Source: an optimization exercise on an open RTL-to-GDS flow (aim: small area, a short achievable clock period and few clock cycles per item). Production flows keep margins and buffers that such runs may drop. The RTL was checked by simulation tests, not by an equivalence proof against the original design. Power figures rest on the tool's default switching activity, not on a simulated workload.

<file path="design/flow/config.mk">
export PLATFORM = sky130hd
export DESIGN_NAME = smolbit_arith
export DESIGN_NICKNAME = smolbit_arith
export VERILOG_FILES = /design/flow/design.v
export SDC_FILE = /design/flow/constraint.sdc
export NUM_CORES = 4
export LEC_CHECK = 0
export CAP_MARGIN = 20
export CORE_MARGIN = 2
export CORE_UTILIZATION = 40
export SLEW_MARGIN = 20
</file>
<file path="design/flow/constraint.sdc">
create_clock -name core_clock -period 8.0 [get_ports {clk}]
set_input_delay 1.6000 -clock core_clock [delete_from_list [all_inputs] [get_ports {clk}]]
set_output_delay 1.6000 -clock core_clock [all_outputs]
set_load 0.01 [all_outputs]
</file>
<file path="design/flow/design.v">
module smolbit_mul (
    input  wire        clk,
    input  wire        rst,
    input  wire        start,
    input  wire [31:0] a,
    input  wire [31:0] b,
    output reg         done,
    output wire [63:0] p
);
    reg [63:0] prod;    
    reg [31:0] mcand;
    reg [4:0]  cnt;
    reg        busy;
    wire [32:0] sum = {1'b0, prod[63:32]} + (prod[0] ? {1'b0, mcand} : 33'd0);
    assign p = prod;
    always @(posedge clk) begin
        done <= 1'b0;
        if (rst) begin
            busy <= 1'b0;
            cnt  <= 5'd0;
        end else if (start) begin
            prod  <= {32'd0, b};
            mcand <= a;
            cnt   <= 5'd0;
            busy  <= 1'b1;
        end else if (busy) begin
            prod <= {sum, prod[31:1]};
            cnt  <= cnt + 5'd1;
            if (cnt == 5'd31) begin
                busy <= 1'b0;
                done <= 1'b1;
            end
        end
    end
endmodule
module smolbit_div (
    input  wire        clk,
    input  wire        rst,
    input  wire        start,
    input  wire [31:0] dividend,
    input  wire [31:0] divisor,
    output reg         done,
    output wire [31:0] quotient
);
    reg [31:0] rem;
    reg [31:0] quo;     
    reg [31:0] dvsr;
    reg [4:0]  cnt;
    reg        busy;
    wire [32:0] shifted = {rem, quo[31]};
    wire [32:0] trial   = shifted - {1'b0, dvsr};
    assign quotient = quo;
    always @(posedge clk) begin
        done <= 1'b0;
        if (rst) begin
            busy <= 1'b0;
            cnt  <= 5'd0;
        end else if (start) begin
            rem  <= 32'd0;
            quo  <= dividend;
            dvsr <= divisor;
            cnt  <= 5'd0;
            busy <= 1'b1;
        end else if (busy) begin
            if (!trial[32]) begin
                rem <= trial[31:0];
                quo <= {quo[30:0], 1'b1};
            end else begin
                rem <= shifted[31:0];
                quo <= {quo[30:0], 1'b0};
            end
            cnt <= cnt + 5'd1;
            if (cnt == 5'd31) begin
                busy <= 1'b0;
                done <= 1'b1;
            end
        end
    end
endmodule
module smolbit_arith (
    input  wire        clk,
    input  wire        rst,
    input  wire        in_valid,
    output wire        in_ready,
    input  wire [2:0]  in_mode,
    input  wire [31:0] in_a,
    input  wire [31:0] in_b,
    output reg         out_valid,
    output reg  [31:0] out_result
);
    localparam [2:0] M_ADD = 3'd0, M_SUB = 3'd1, M_MUL = 3'd2, M_DIV = 3'd3,
                     M_MOV = 3'd4, M_LDI = 3'd5, M_POW = 3'd6, M_ROOT = 3'd7;
    localparam [2:0] S_IDLE     = 3'd0,
                     S_MUL      = 3'd1,   
                     S_DIV      = 3'd2,   
                     S_POW      = 3'd3,   
                     S_RT_TRIAL = 3'd4,   
                     S_RT_MUL   = 3'd5;   
    reg [2:0]  state;
    reg [31:0] u, v;
    reg [31:0] acc;         
    reg [4:0]  cnt;         
    reg [15:0] root;        
    reg [3:0]  bitk;        
    assign in_ready = (state == S_IDLE);
    reg         mul_start;
    reg  [31:0] mul_a, mul_b;
    wire        mul_done;
    wire [63:0] mul_p;
    reg         div_start;
    wire        div_done;
    wire [31:0] div_q;
    smolbit_mul u_mul (
        .clk(clk), .rst(rst), .start(mul_start), .a(mul_a), .b(mul_b),
        .done(mul_done), .p(mul_p)
    );
    smolbit_div u_div (
        .clk(clk), .rst(rst), .start(div_start), .dividend(u), .divisor(v),
        .done(div_done), .quotient(div_q)
    );
    wire [15:0] cand     = root | (16'd1 << bitk);
    wire        too_big  = (mul_p[63:32] != 32'd0) || (mul_p[31:0] > u);
    always @(posedge clk) begin
        out_valid <= 1'b0;
        mul_start <= 1'b0;
        div_start <= 1'b0;
        if (rst) begin
            state <= S_IDLE;
        end else begin
            case (state)
            S_IDLE: begin
                if (in_valid) begin
                    u <= in_a;
                    v <= in_b;
                    case (in_mode)
                    M_ADD: begin out_result <= in_a + in_b; out_valid <= 1'b1; end
                    M_SUB: begin out_result <= in_a - in_b; out_valid <= 1'b1; end
                    M_MOV, M_LDI: begin out_result <= in_b; out_valid <= 1'b1; end
                    M_MUL: begin
                        mul_a     <= in_a;
                        mul_b     <= in_b;
                        mul_start <= 1'b1;
                        state     <= S_MUL;
                    end
                    M_DIV: begin
                        if (in_b == 32'd0) begin
                            out_result <= 32'd0;
                            out_valid  <= 1'b1;
                        end else begin
                            div_start <= 1'b1;
                            state     <= S_DIV;
                        end
                    end
                    M_POW: begin
                        if (in_b >= 32'd16) begin
                            out_result <= 32'd0;
                            out_valid  <= 1'b1;
                        end else if (in_b == 32'd0) begin
                            out_result <= 32'd1;
                            out_valid  <= 1'b1;
                        end else begin
                            mul_a     <= 32'd1;
                            mul_b     <= in_a;
                            mul_start <= 1'b1;
                            cnt       <= in_b[4:0];
                            state     <= S_POW;
                        end
                    end
                    default: begin  
                        if (in_b == 32'd0 || in_a == 32'd0) begin
                            out_result <= 32'd0;
                            out_valid  <= 1'b1;
                        end else if (in_b == 32'd1) begin
                            out_result <= in_a;
                            out_valid  <= 1'b1;
                        end else if (in_b >= 32'd32) begin
                            out_result <= 32'd1;
                            out_valid  <= 1'b1;
                        end else begin
                            root  <= 16'd0;
                            bitk  <= 4'd15;
                            state <= S_RT_TRIAL;
                        end
                    end
                    endcase
                end
            end
            S_MUL: begin
                if (mul_done) begin
                    out_result <= mul_p[31:0];
                    out_valid  <= 1'b1;
                    state      <= S_IDLE;
                end
            end
            S_DIV: begin
                if (div_done) begin
                    out_result <= div_q;
                    out_valid  <= 1'b1;
                    state      <= S_IDLE;
                end
            end
            S_POW: begin
                if (mul_done) begin
                    if (cnt == 5'd1) begin
                        out_result <= mul_p[31:0];
                        out_valid  <= 1'b1;
                        state      <= S_IDLE;
                    end else begin
                        mul_a     <= mul_p[31:0];
                        mul_b     <= u;
                        mul_start <= 1'b1;
                        cnt       <= cnt - 5'd1;
                    end
                end
            end
            S_RT_TRIAL: begin
                mul_a     <= 32'd1;
                mul_b     <= {16'd0, cand};
                mul_start <= 1'b1;
                cnt       <= v[4:0];
                state     <= S_RT_MUL;
            end
            S_RT_MUL: begin
                if (mul_done) begin
                    if (too_big || cnt == 5'd1) begin
                        if (!too_big)
                            root <= cand;
                        if (bitk == 4'd0) begin
                            out_result <= {16'd0, too_big ? root : cand};
                            out_valid  <= 1'b1;
                            state      <= S_IDLE;
                        end else begin
                            bitk  <= bitk - 4'd1;
                            state <= S_RT_TRIAL;
                        end
                    end else begin
                        mul_a     <= mul_p[31:0];
                        mul_b     <= {16'd0, cand};
                        mul_start <= 1'b1;
                        cnt       <= cnt - 5'd1;
                    end
                end
            end
            default: state <= S_IDLE;
            endcase
        end
    end
endmodule
</file>
<file path="design/flow/run.sh">
#!/bin/bash
# synth_recipe.tcl (not shown) runs the flow's synth.tcl, then flattens the netlist and writes it again
# the make line also repeats each setting of config.mk as NAME=value (left out here)
make -C /OpenROAD-flow-scripts/flow DESIGN_CONFIG=/design/flow/config.mk WORK_HOME=/design/flow/orfs CLKGATE_MAP_FILE= SYNTH_SCRIPT=/design/flow/synth_recipe.tcl finish
</file>
==> results.yml <==
power_and_ir_drop:
  powerDensity_nw_per_um2: 264.2
  p_leak_nw: 9.806
  power_mw: 7.023
  ir_drop_v: 0.0002770
drt:
  drtPass1Iterations: 6
  antenna_left: 0
  wirelength_um: 67660
  avgRoutedWirePerCell_um: 22.76
  via_count: 17490
  routed_via_density: 5.882
  drc: 0
  initialDrtViolationCount: 1667
grt:
  grt_first_pass_wirelength_um: 102400
  grt_usage_pct: 22.51
  grt_pass1_vias: 17150
  grt_max_degree: 69
  overflow: 0
  antenna_found_initial: 2
synthesis:
  synth_top_area_share_pct: 48.93
  synth_area_leader_cell: "edfxtp_1"
  synth.area.top_cells: "edfxtp_1, ha_1, a21oi_1"
  yosys-top-cells-count: "edfxtp_1, a21oi_1, nor2_1"
  synth-edff-count: 377
  synth_warnings: 3
  seq_area_frac_synth_pct: 50.67
  syn-num-nets: 2304
  syn_area_um2: 23130
  postSynthCellCount: 2091
  synth_cell_types: 75
  yosysMostFrequentCell: "edfxtp_1"
  avgSynthCellArea_um2: 11.06
  ys_async_sr_fraction_pct: 0
  synth_top_flop_cell: "edfxtp_1"
  synth_seq_cells: 397
die:
  design.core.area_um2: 57480
  pin_count: 104
  dieArea_um2: 59780
  fp-row-count: 88
  initial_core_util_pct: 40.25
  die_y_um: 244.5
  dieWidth_um: 244.5
sta:
  rsz0062_at_grt: "no"
  period_minus_slack_ns: 6.356
  max_clock_freq_mhz: 157.3
  fin_skew_ns: 0.03070
  hold_ws_ns: 0.4072
  fin_crit_sh_pct: 79.45
  finalMaxSlewViolations: 0
  tns_ns: 0
  worst_pin_slew_ns: 1.098
  setup_viol: 0
  max_slew_margin_pct: 26.64
  hold_viol_final: 0
clock_tree:
  cts-buffers-inserted: 46
  cts_resized: 0
  cts_root_buffer: "clkbuf_16"
  path_clk_slew_ns: 0.06
  cts_sinks: 397
  cts_max_path_buffers: 3
  cts_tree: "yes"
  holdBufCountCts: 0
  clock_latency_ns: 0.58
  post_cts_buffers: 0
  h-tree-depth: 2
layout:
  fin_area_um2: 26580
  drive_above_1_share_pct: 9.149
  syn2layout_area_growth_pct: 14.90
  fin_nets: 2386
  final_util_pct: 46.25
  num_antenna_cells: 0
worst_hold_path:
  hp-class: "reg -> reg"
  whs_path_depth: 0
  worstHoldStart: "v[19]"
critical_path:
  path_cells: "clkdlybuf4s50_1 -> buf_4 -> nor2_2 -> buf_4 -> and2_0 -> a21oi_1 -> xnor2_1 -> ha_1 -> and3_1 -> and3_1 -> a21oi_1 -> o21ai_0 -> a31o_2 -> a21oi_1 -> o31ai_1 -> a221oi_1 -> o21ai_0 -> xnor2_1 -> o22ai_1"
  critPathBufInv: 3
  startpoint_type: "input pin"
  crit_top_cell: "a21oi_1"
  cp.depth: 19
  path_delay_family: "compound AO/OA/AOI/OAI gates"
  startpoint: "in_mode[1]"
  cp_slowest_cell: "and2_0"
  cp_max_fo: 27
  rr_startpoint: "u_mul.prod[58]"
  r2r_cells: 11
  max_stage_delay_ns: 0.73
  required_ns: 8.31
  endpoint_kind: "register"
  worstSetupPathType: "in -> reg"
  crit_arrival_ns: 6.66
placement:
  dpl.hpwl_um: 47430
  port_buffers: 103
  gp_congestion: 0.8986
  place_area_um2: 25030
run:
  drv_cap: 0
run_status:
  outcome: "finished clean"
==> where the power goes <==
group / internal [mW] / leakage [nW] / switching [mW] / total, mW
Sequential: 2.72 / 3.61 / 0.157 / 2.88
Clock: 1.30 / 0.743 / 0.867 / 2.17
Combinational: 0.758 / 5.46 / 1.22 / 1.97
==> cells in the final DEF (no fill, tap or decap), types with 8 or more instances in the layout <==
master           netlist  layout
a22o_1                31      31
inv_1                 99      99
or2_2                 11      11
a221o_1               10      10
edfxtp_1             377     377
a31oi_1                9       9
a211oi_1              16      16
dfxtp_1               20      18
nand2_1              121     121
nor4_1                23      23
xnor2_1               67      66
o21a_1                21      20
nand4_1               20      20
mux2i_1               66      66
o221ai_1              17      17
a21oi_1              171     170
o21ai_0               83      83
o22a_1                11      11
clkinv_1               1       9
o21bai_1              10      10
o31ai_1               12      12
mux2_2                63      63
clkinv_2               0       8
and3_1                11      11
nor2_1               162     154
ha_1                 140     140
a21o_1                50      50
nor3_1                29      29
clkbuf_16              0      47
nand3_1               31      31
and2_1                45      44
xor2_1                49      49
o22ai_1               36      36
nand2b_1              24      24
buf_4                  1      28
clkdlybuf4s50_1        0     103
nor2b_1               26      23
a221oi_1              43      43
==> routing by layer <==
metal  global-route usage (%)  share of wire, %
met1                    30.31                43
met2                    36.70                46
met4                    7.945               3.4
met3                    3.720               6.7
met5                        0                 0
==> cells by family after synthesis <==
| logic type | count (synthesis) | synth area share [%] |
|---|---|---|
| simple gates | 529 | 11.14 |
| flops | 397 | 50.67 |
| compound gates | 578 | 16.74 |
| buf+inv | 199 | 3.310 |
| mux | 129 | 5.922 |
| fa+ha+maj | 143 | 7.831 |
| xor+xnor | 116 | 4.392 |
==> per-stage QoR <==
stage / setup slack [ns] / std cells
floorplan: 1.083 / 2091
global placement: 1.174 / 2889
detailed placement: 1.177 / 2889
CTS: 1.771 / 2972
global route: 1.228 / 2973
finish: 1.644 / 2973
==> path summary, 6_finish.rpt <==
| check | endpoint | slack [ns] |
|---|---|---|
| worst min register to register | u_div.dvsr[19] | 0.41 |
| worst max register to register | mul_a[25] | 3.05 |
| worst min-delay path | u_div.dvsr[19] | 0.41 |
| worst max-delay path | out_result[31] | 1.64 |
==> area by class of cell <==
cell class                      instances  area [um^2]
Clock buffer                           53         1199
Clock inverter                         30        336.6
Fill cell                            5368        30890
Inverter                              101        379.1
Multi-Input combinational cell       1495        10730
Sequential cell                       397        11720
Tap cell                              765        957.2
Timing Repair Buffer                  132         1256
==> state kept, by name (all words and copies together) (netlist names), 16 cells and up <==
name,flops
u,32
u_div.quo,32
mul_b,32
mul_a,32
root,16
u_div.rem,32
u_mul.prod,64
out_result,32
u_mul.mcand,32
u_div.dvsr,32
v,32
Testbench counts, summed over its fixed seeds: cycles 810,610, ops 3,200.

## what the ideal ports hide
No port has a modelled driver above. Below, the same layout with a new extraction and two added sets of constraints.
Step 1 assumes that a clkbuf_16 drives the clock port and a buf_2 every other input.
Step 2 adds t to the input delays and takes it off the output delays; t is the mean of the earliest and latest rising clock arrival at the registers after step 1. Input paths then give back, and output paths get back, about the clock's delay inside the block.
a / b / c = no drivers / after step 1 / after step 2; a / b = the first two.
shift t [ns]: 0.631
setup WS [ns]: 1.644 / 1.685 / 1.054
worst setup path at the end: input to register
latest minus earliest clock arrival (ns): 0.031 / 0.031
pins driven straight from the clock port: 1
After both steps this run still meets setup and hold. The setup slack of this run moves by +0.041 ns with the drivers and by -0.590 ns with both steps.
